Source: an optimization exercise on an open RTL-to-GDS flow (aim: small area and a short achievable clock period). Production flows keep margins and buffers that such runs may drop.
The RTL was checked by simulation tests, not by an equivalence proof against the original design.
The clock port is modelled as an ideal driver; clocking choices that lean on that would not hold on a real chip.

## the reference run
==> flow/design.v (excerpt) <==
module fixed_point_field_packer #(
    parameter W_REGION = 4
) (
    input  wire                clk,
    input  wire                rst,           
    input  wire                req_valid,
    input  wire [31:0]         cmd,
    input  wire [63:0]         a,
    input  wire [63:0]         b,
    input  wire [63:0]         f_pt,
    input  wire [63:0]         f_eta,
    input  wire [63:0]         f_phi,
    input  wire [63:0]         f_hoe,
    input  wire [63:0]         f_hoeflag,
    input  wire [63:0]         f_iso,
    input  wire [63:0]         f_isoflag,
    input  wire [63:0]         f_fb,
    input  wire [63:0]         f_timing,
    input  wire [63:0]         f_shapeflag,
    input  wire [63:0]         f_brems,
    input  wire [W_REGION-1:0] f_region,
    output reg                 rsp_valid,
    output reg                 o_illegal,
    output wire [63:0]         o_word,
    output wire [W_REGION-1:0] o_region,
    output wire [64:0]         o_ival,
    output reg                 o_sign,
    output wire [63:0]         o_mag,
    output wire                o_ok,
    output wire [31:0]         o_fval,
    output wire [11:0]         d_pt,
    output wire [31:0]         d_ptfloat,
    output wire [15:0]         d_eta,
    output wire [15:0]         d_phi,
    output wire [15:0]         d_etatc,
    output wire [15:0]         d_phitc,
    output wire                d_etasign,
    output wire                d_phisign,
    output wire [6:0]          d_etamag,
    output wire [5:0]          d_phimag,
    output wire [3:0]          d_hoe,
    output wire [1:0]          d_hoeflag,
    output wire [2:0]          d_iso,
    output wire [1:0]          d_isoflag,
    output wire [5:0]          d_fb,
    output wire [4:0]          d_timing,
    output wire [1:0]          d_shapeflag,
    output wire [1:0]          d_brems,
    output wire                d_isostandalone,
    output wire                d_isoloosetrack,
    output wire                d_shapestandalone,
    output wire                d_shapeloosetrack,
    output wire [W_REGION-1:0] d_region,
    output wire [31:0]         e_hwpt,
    output wire [15:0]         e_hweta,
    output wire [15:0]         e_hwphi,
    output wire                e_isembigger,
    output wire [2:0]          e_hoecode,
    output wire [31:0]         e_hwempt
);
Settings: LEC_CHECK=0, ABC_AREA=1, CAP_MARGIN=20, CORE_AREA=2.3 2.72 431.02 429.76, DIE_AREA=0 0 433.33 433.33, PLACE_DENSITY=0.35, SLEW_MARGIN=20, TNS_END_PERCENT=20; clock period 180.0 ns.
standard.sh (not shown) runs the stock make flow with config.mk's settings and CLKGATE_MAP_FILE= SYNTH_SCRIPT=/design/flow/synth_recipe.tcl, a recipe that flattens the netlist after the stock synthesis.
==> flow/flow/run.sh <==
#!/bin/bash
# Own layout flow: the standard flow, except
#  - technology mapping by ABC without its blanket up-sizing (flow/abc_area.script),
#  - the smallest buffer cell on the input and output ports,
#  - timing repair aiming at a shorter period than the clock's, so that only
#    the critical paths get larger cells.
# Each tool's output goes to a log of its own in this folder.
set -euo pipefail
here=$(pwd)
margin=130
rm -rf "$here/scripts_own"
cp -r "$FLOW_HOME/scripts" "$here/scripts_own"
cp "$here/flow/abc_area.script" "$here/scripts_own/abc_area.script"
bash standard.sh SCRIPTS_DIR="$here/scripts_own" synth > "$here/synth.log" 2>&1
bash standard.sh "BUFFER_PORTS_ARGS=-buffer_cell sky130_fd_sc_hd__buf_1" \
    "SETUP_SLACK_MARGIN=$margin" "PRE_CTS_TCL=$here/flow/pre_cts.tcl" "POST_CTS_TCL=$here/flow/post_cts.tcl" finish > "$here/layout.log" 2>&1
==> flow/flow/abc_area.script <==
strash
dch
map -B 0.9
topo
stime -c
==> flow/flow/post_cts.tcl <==
set_max_fanout 10000 [current_design]
==> flow/flow/pre_cts.tcl <==
set_max_fanout 8 [current_design]
The following lists how the trial run was set up differently from the reference run:
--- a/flow/design.v
+++ b/flow/design.v
@@ -1225,23 +1225,23 @@
     output wire                d_isoloosetrack,
     output wire                d_shapestandalone,
     output wire                d_shapeloosetrack,
     output wire [W_REGION-1:0] d_region,
     output wire [31:0]         e_hwpt,
     output wire [15:0]         e_hweta,
     output wire [15:0]         e_hwphi,
     output wire                e_isembigger,
     output wire [2:0]          e_hoecode,
     output wire [31:0]         e_hwempt
 );
-    localparam KDIV = 7;    
+    localparam KDIV = 6;    
     localparam OP_EXTU  = 5'h00, OP_EXTSM = 5'h01, OP_EXTTC = 5'h02,
                OP_PACKU = 5'h03, OP_SMENC = 5'h04, OP_SMDEC = 5'h05,
                OP_ENCPF = 5'h08, OP_ENCV1 = 5'h09, OP_ENCV2 = 5'h0A,
                OP_ENCV3 = 5'h0B, OP_DECPF = 5'h0C, OP_DECV1 = 5'h0D,
                OP_DECV2 = 5'h0E, OP_DECV3 = 5'h0F, OP_CHKPF = 5'h10,
                OP_CHKV1 = 5'h11, OP_CHKV2 = 5'h12, OP_CHKV3 = 5'h13,
                OP_ZERO  = 5'h14, OP_FRAC  = 5'h18, OP_SPLIT = 5'h19,
                OP_EMUEM = 5'h1A, OP_EMUHD = 5'h1B;
     wire [4:0] op  = cmd[4:0];
     wire [5:0] off = cmd[10:5];
     wire [6:0] wid = cmd[17:11];
Notes after the runs:
~same fmax in the trial run and the reference run. In the trial run, total length of routed wires is higher than in the reference run. Diff the reference run -> the trial run: number of clock buffer instances in the layout dropped 4.2%; worst setup slack after placement moved down; transition time of the tightest slew-check pin now sits higher. The trial run completed every stage of the flow, and the final layout passed the timing, DRC and antenna checks. | post-synth design cell area | the reference run vs the trial run | ≈ equal |. The reference run → the trial run: average footprint of a synthesized cell comparable.


indigo:
Another version of the RTL of fixed_point_field_packer (not shown whole).
Size in the first run: roughly 5600 cells after synthesis, roughly 1400 I/O pins, ~31000 sq um of cells after synthesis.
Settings: LEC_CHECK=0, ABC_AREA=1, CAP_MARGIN=20, CORE_MARGIN=2, CORE_UTILIZATION=18, PLACE_DENSITY=0.35, SLEW_MARGIN=20; clock period 180.0 ns.
run.sh (not shown) runs the stock make flow with config.mk's settings and CLKGATE_MAP_FILE= SYNTH_SCRIPT=/design/flow/synth_recipe.tcl, a recipe that flattens the netlist after the stock synthesis.
Stock flow here: none of the scripts above is used.
Input changes introduced in nickel (baseline for comparison: indigo):
diff --git a/flow/design.v b/flow/design.v
--- a/flow/design.v
+++ b/flow/design.v
@@ -60,19 +60,19 @@
     wire [2:0]  wl  = {M[0], 2'b00} - Z[2:0] - {2'd0, nz};
     wire        lsb = caseA ? wl[2] : wl[1];
     wire        g   = caseA ? wl[1] : wl[0];
     wire        st  = caseA ? (wl[0] | nz) : nz;
     wire        rup = g & (st | lsb);
     wire [24:0] zs   = caseA ? {1'b0, Z[25:2]} : Z[25:1];
     wire        zc   = caseA ? ((|Z[1:0]) | nz) : (Z[0] | nz);
+    wire [24:0] diff = zs + {24'd0, zc} - {24'd0, rup};
     wire [24:0] Mc   = caseA ? {1'b0, M} : {M, 1'b0};
-    wire [7:0]  ebase = e1 ? 8'd0 : (caseA ? e - 8'd1 : e - 8'd2);
-    wire [30:0] fr_pre = {ebase, 23'd0} + {6'd0, Mc} + {6'h3F, ~zs} + {30'd0, ~zc};
-    wire [30:0] fr_mag = fr_pre + {30'd0, rup};
-    wire [24:0] diff = zs + {{24{zc & ~rup ? 1'b0 : (~zc & rup)}}, zc ^ rup};
+    wire [24:0] Rr   = Mc - diff;                        
+    wire [7:0]  ebase  = e1 ? 8'd0 : (caseA ? e - 8'd1 : e - 8'd2);
+    wire [30:0] fr_mag = {ebase, 23'd0} + {6'd0, Rr};
     wire [7:0]  elim = ebase;
     wire [2:0]  sh   = (elim < {5'd0, h}) ? elim[2:0] : h;
     wire [24:0] dn   = diff << sh;
     wire [30:0] sub_mag = {elim - {5'd0, sh}, 23'd0} + {6'd0, dn};
     wire        dnz  = |diff;
     reg [31:0] fr, sb;
     always @* begin
@@ -144,15 +144,15 @@
     output wire [31:0]         e_hwpt,
     output wire [15:0]         e_hweta,
     output wire [15:0]         e_hwphi,
     output wire                e_isembigger,
     output wire [2:0]          e_hoecode,
     output wire [31:0]         e_hwempt
 );
-    localparam KDIV = 10;    
+    localparam KDIV = 12;    
     localparam OP_EXTU  = 5'h00, OP_EXTSM = 5'h01, OP_EXTTC = 5'h02,
                OP_PACKU = 5'h03, OP_SMENC = 5'h04, OP_SMDEC = 5'h05,
                OP_ENCPF = 5'h08, OP_ENCV1 = 5'h09, OP_ENCV2 = 5'h0A,
                OP_ENCV3 = 5'h0B, OP_DECPF = 5'h0C, OP_DECV1 = 5'h0D,
                OP_DECV2 = 5'h0E, OP_DECV3 = 5'h0F, OP_CHKPF = 5'h10,
                OP_CHKV1 = 5'h11, OP_CHKV2 = 5'h12, OP_CHKV3 = 5'h13,
                OP_ZERO  = 5'h14, OP_FRAC  = 5'h18, OP_SPLIT = 5'h19,
@@ -190,27 +190,15 @@
     wire is_smenc = (op == OP_SMENC);
     wire is_smdec = (op == OP_SMDEC);
     wire is_enc   = (op[4:2] == 3'b010);
     wire is_dec   = (op[4:2] == 3'b011);
     wire is_emu   = (op[4:1] == 4'b1101);
     wire keep_a   = is_dec | (op[4] & (op[3:2] != 2'b01));    
     wire [7:0]  mn    = is_pack ? {1'b0, wid} : (keep_a ? 8'd64 : ow);
-    wire       m_all = |mn[7:6];
-    reg [7:0]  m_hi, m_heq, m_lo;
-    reg [63:0] mask;
-    integer t;
-    always @* begin
-        for (t = 0; t < 8; t = t + 1) begin
-            m_hi[t]  = m_all | (mn[5:3] > t[2:0]);
-            m_heq[t] = ~m_all & (mn[5:3] == t[2:0]);
-            m_lo[t]  = mn[2:0] > t[2:0];
-        end
-        for (t = 0; t < 64; t = t + 1)
-            mask[t] = m_hi[t/8] | (m_heq[t/8] & m_lo[t%8]);
-    end
+    wire [63:0] mask  = (mn >= 8'd64) ? {64{1'b1}} : ((64'd1 << mn[5:0]) - 64'd1);
     wire [63:0] am    = a & mask;
     wire [5:0]  bidx  = is_extsm ? sbp : (ow[5:0] - 6'd1);
     wire        bsel  = a[bidx];                    
     wire        inv   = is_extsm ? ~bsel :
                         is_smdec ? ~b[0] :
                         is_smenc ? (a[63] & (|am)) : 1'b0;
     wire        fill  = is_exttc ? bsel : (inv & ~is_smenc);
@@ -288,33 +276,15 @@
     end
     genvar g;
     generate
         for (g = 0; g < 64; g = g + 1) begin : g_rev
             assign o_word[g] = A[63-g];
         end
     endgenerate
-    reg [7:0]  byte_ones;
-    reg [8:0]  byte_c;
-    reg [64:0] ival;
-    reg        run;
-    integer u, v;
-    always @* begin
-        for (u = 0; u < 8; u = u + 1) byte_ones[u] = &A[8*u +: 8];
-        byte_c[0] = r_inc;
-        for (u = 0; u < 8; u = u + 1) byte_c[u+1] = byte_c[u] & byte_ones[u];
-        for (u = 0; u < 8; u = u + 1) begin
-            run = byte_c[u];
-            for (v = 0; v < 8; v = v + 1) begin
-                ival[8*u+v] = A[8*u+v] ^ run;
-                run = run & A[8*u+v];
-            end
-        end
-        ival[64] = r_fill ^ byte_c[8];
-    end
-    assign o_ival   = ival;
+    assign o_ival   = {r_fill, A} + {64'd0, r_inc};
     assign o_mag    = o_ival[63:0];
     assign o_region = r_region;
     assign d_region = r_region;
     wire r_v3 = (r_op == 2'b11);
     wire r_v2 = (r_op == 2'b10);
     wire r_pf = (r_op == 2'b00);
     assign o_ok = (A[63:52] == 12'd0) && (!r_pf || (A[51:31] == 21'd0));
Notes after the runs:
Run comparison: indigo standard cell with the maximum stage delay on the critical path sky130_fd_sc_hd__dfxtp_1; nickel standard cell with the maximum stage delay on the critical path sky130_fd_sc_hd__nor2_1. nickel vs. indigo: total non-filler cell area in the finished layout grew by 2100 sq um; sequential cell area fraction in the yosys report shrank by 0.53 points. On nickel: pin slew with the least headroom to its limit is 190 ps higher than what indigo gave. The via count in nickel is 1.08 times that in indigo. Ratio of routed vias to standard cells up about 0.35% in nickel wrt indigo. Compared with indigo, nickel shows post-place instance area that has gone up by a few percent. Number of gates on the worst path with buffers counted (lower): nickel. Core box area was higher in nickel than in indigo. indigo → nickel: die area went up by 12000 sq um, routed wire length went up by about 8%. Setup slack in nickel vs indigo: up 530 ps.


fixed_point_field_packer, a different RTL version from the one above (not shown whole).
Size: ~100 flip-flops, ~28000 µm² of cells after synthesis.
export LEC_CHECK = 0
export ABC_AREA = 1
export CAP_MARGIN = 20
export CORE_AREA = 2.3 2.72 431.02 429.76
export DIE_AREA = 0 0 433.33 433.33
export PLACE_DENSITY = 0.35
export SLEW_MARGIN = 20
export TNS_END_PERCENT = 20
create_clock -name core_clock -period 180.0 [get_ports {clk}]
standard.sh (not shown) runs the stock make flow with config.mk's settings and CLKGATE_MAP_FILE= SYNTH_SCRIPT=/design/flow/synth_recipe.tcl, a recipe that flattens the netlist after the stock synthesis.
Scripts as last shown in full above: flow/flow/run.sh, flow/flow/abc_area.script, flow/flow/post_cts.tcl, flow/flow/pre_cts.tcl
Change:
--- a/flow/design.v
+++ b/flow/design.v
@@ -948,21 +948,21 @@
     output wire                d_shapestandalone,
     output wire                d_shapeloosetrack,
     output wire [W_REGION-1:0] d_region,
     output wire [31:0]         e_hwpt,
     output wire [15:0]         e_hweta,
     output wire [15:0]         e_hwphi,
     output wire                e_isembigger,
     output wire [2:0]          e_hoecode,
     output wire [31:0]         e_hwempt
 );
-    localparam KDIV = 9;    
+    localparam KDIV = 8;    
     localparam OP_EXTU  = 5'h00, OP_EXTSM = 5'h01, OP_EXTTC = 5'h02,
                OP_PACKU = 5'h03, OP_SMENC = 5'h04, OP_SMDEC = 5'h05,
                OP_ENCPF = 5'h08, OP_ENCV1 = 5'h09, OP_ENCV2 = 5'h0A,
                OP_ENCV3 = 5'h0B, OP_DECPF = 5'h0C, OP_DECV1 = 5'h0D,
                OP_DECV2 = 5'h0E, OP_DECV3 = 5'h0F, OP_CHKPF = 5'h10,
                OP_CHKV1 = 5'h11, OP_CHKV2 = 5'h12, OP_CHKV3 = 5'h13,
                OP_ZERO  = 5'h14, OP_FRAC  = 5'h18, OP_SPLIT = 5'h19,
                OP_EMUEM = 5'h1A, OP_EMUHD = 5'h1B;
     wire [4:0] op  = cmd[4:0];
     wire [5:0] off = cmd[10:5];
=>
- synthesized area falls by 1.7%
- global-route usage falls by 0.28 points
- flip-flop and latch count rises by 1
- via count falls by 2.4%
- synthesized cell count falls by about 2%
- wire length falls by 1.4%
- final cell count falls by 1.2%


Another version of the RTL of fixed_point_field_packer (not shown whole).
For scale: roughly 4900 cells after synthesis, about 110 flip-flops, about 1400 I/O pins, about 27000 sq um of cells after synthesis.
clock: 180.0 ns
lec_check: 0
abc_area: 1
cap_margin: 20
core_area: 2.3 2.72 431.02 429.76
die_area: 0 0 433.33 433.33
place_density: 0.35
slew_margin: 20
tns_end_percent: 20
==> flow/flow/abc_area.script <==
strash
ifraig
scorr
dc2
strash
dch -f
map -B 0.9
topo
stime -c
Scripts as last shown in full above: flow/flow/run.sh, flow/flow/post_cts.tcl, flow/flow/pre_cts.tcl
The starting point ran to the end with no violations.
Rerun with:
--- a/flow/design.v
+++ b/flow/design.v
@@ -959,23 +959,23 @@
     output wire                d_isoloosetrack,
     output wire                d_shapestandalone,
     output wire                d_shapeloosetrack,
     output wire [W_REGION-1:0] d_region,
     output wire [31:0]         e_hwpt,
     output wire [15:0]         e_hweta,
     output wire [15:0]         e_hwphi,
     output wire                e_isembigger,
     output wire [2:0]          e_hoecode,
     output wire [31:0]         e_hwempt
 );
-    localparam KDIV = 8;    
+    localparam KDIV = 9;    
     localparam OP_EXTU  = 5'h00, OP_EXTSM = 5'h01, OP_EXTTC = 5'h02,
                OP_PACKU = 5'h03, OP_SMENC = 5'h04, OP_SMDEC = 5'h05,
                OP_ENCPF = 5'h08, OP_ENCV1 = 5'h09, OP_ENCV2 = 5'h0A,
                OP_ENCV3 = 5'h0B, OP_DECPF = 5'h0C, OP_DECV1 = 5'h0D,
                OP_DECV2 = 5'h0E, OP_DECV3 = 5'h0F, OP_CHKPF = 5'h10,
                OP_CHKV1 = 5'h11, OP_CHKV2 = 5'h12, OP_CHKV3 = 5'h13,
                OP_ZERO  = 5'h14, OP_FRAC  = 5'h18, OP_SPLIT = 5'h19,
                OP_EMUEM = 5'h1A, OP_EMUHD = 5'h1B;
     wire [4:0] op  = cmd[4:0];
     wire [5:0] off = cmd[10:5];
     wire [6:0] wid = cmd[17:11];
Effect:
- wire length grows by about 1%
- global-route usage grows by 0.21 points
- maximum frequency shrinks by 0.48%
- cell area is about the same
- critical path depth grows by 8
- core utilization hardly moves
- non-clock buffer count shrinks by 11
- worst setup slack degrades by 0.24 ns
- synthesized area hardly moves

[what the ideal ports hide]
No port has a modelled driver above. Below, the same layouts with a new extraction and two added sets of constraints.
Step 1 (the two cells are an assumption about what drives the block):
set clk [get_ports {clk}]
set_driving_cell -lib_cell sky130_fd_sc_hd__clkbuf_16 $clk
set_driving_cell -lib_cell sky130_fd_sc_hd__buf_2 [delete_from_list [all_inputs] $clk]
Step 2 moves the port delays by t, midway between the first and last clock arrival at a register: inputs arrive t later, outputs are due t later. That takes back most of the time a late clock gives input paths.
a / b / c = ideal / step 1 / step 2; a / b = the first two.
| run | shift t [ns] | slack for setup (ns) | clock arrival spread, ns |
|---|---|---|---|
| the reference run | 0.530 | 131.203 / 131.132 / 130.853 | 0.036 / 0.036 |
| the trial run | 0.545 | 131.175 / 131.134 / 130.588 | 0.036 / 0.037 |
| indigo | 0.497 | 121.154 / 121.085 / 121.582 | 0.032 / 0.032 |
| nickel | 0.472 | 121.684 / 121.611 / 122.083 | 0.022 / 0.022 |
| the first run of note 3 | 0.511 | 131.113 / 131.042 / 130.937 | 0.036 / 0.036 |
| the second run of note 3 | 0.542 | 131.167 / 131.094 / 130.850 | 0.044 / 0.044 |
| the first run of note 4 | 0.554 | 131.294 / 131.227 / 130.857 | 0.052 / 0.052 |
| the second run of note 4 | 0.532 | 131.057 / 130.989 / 130.935 | 0.039 / 0.039 |
After both steps setup and hold are still met in every run listed. The setup slack of the trial run, which loses most, moves by -0.041 ns with the drivers and by -0.587 ns with both steps.
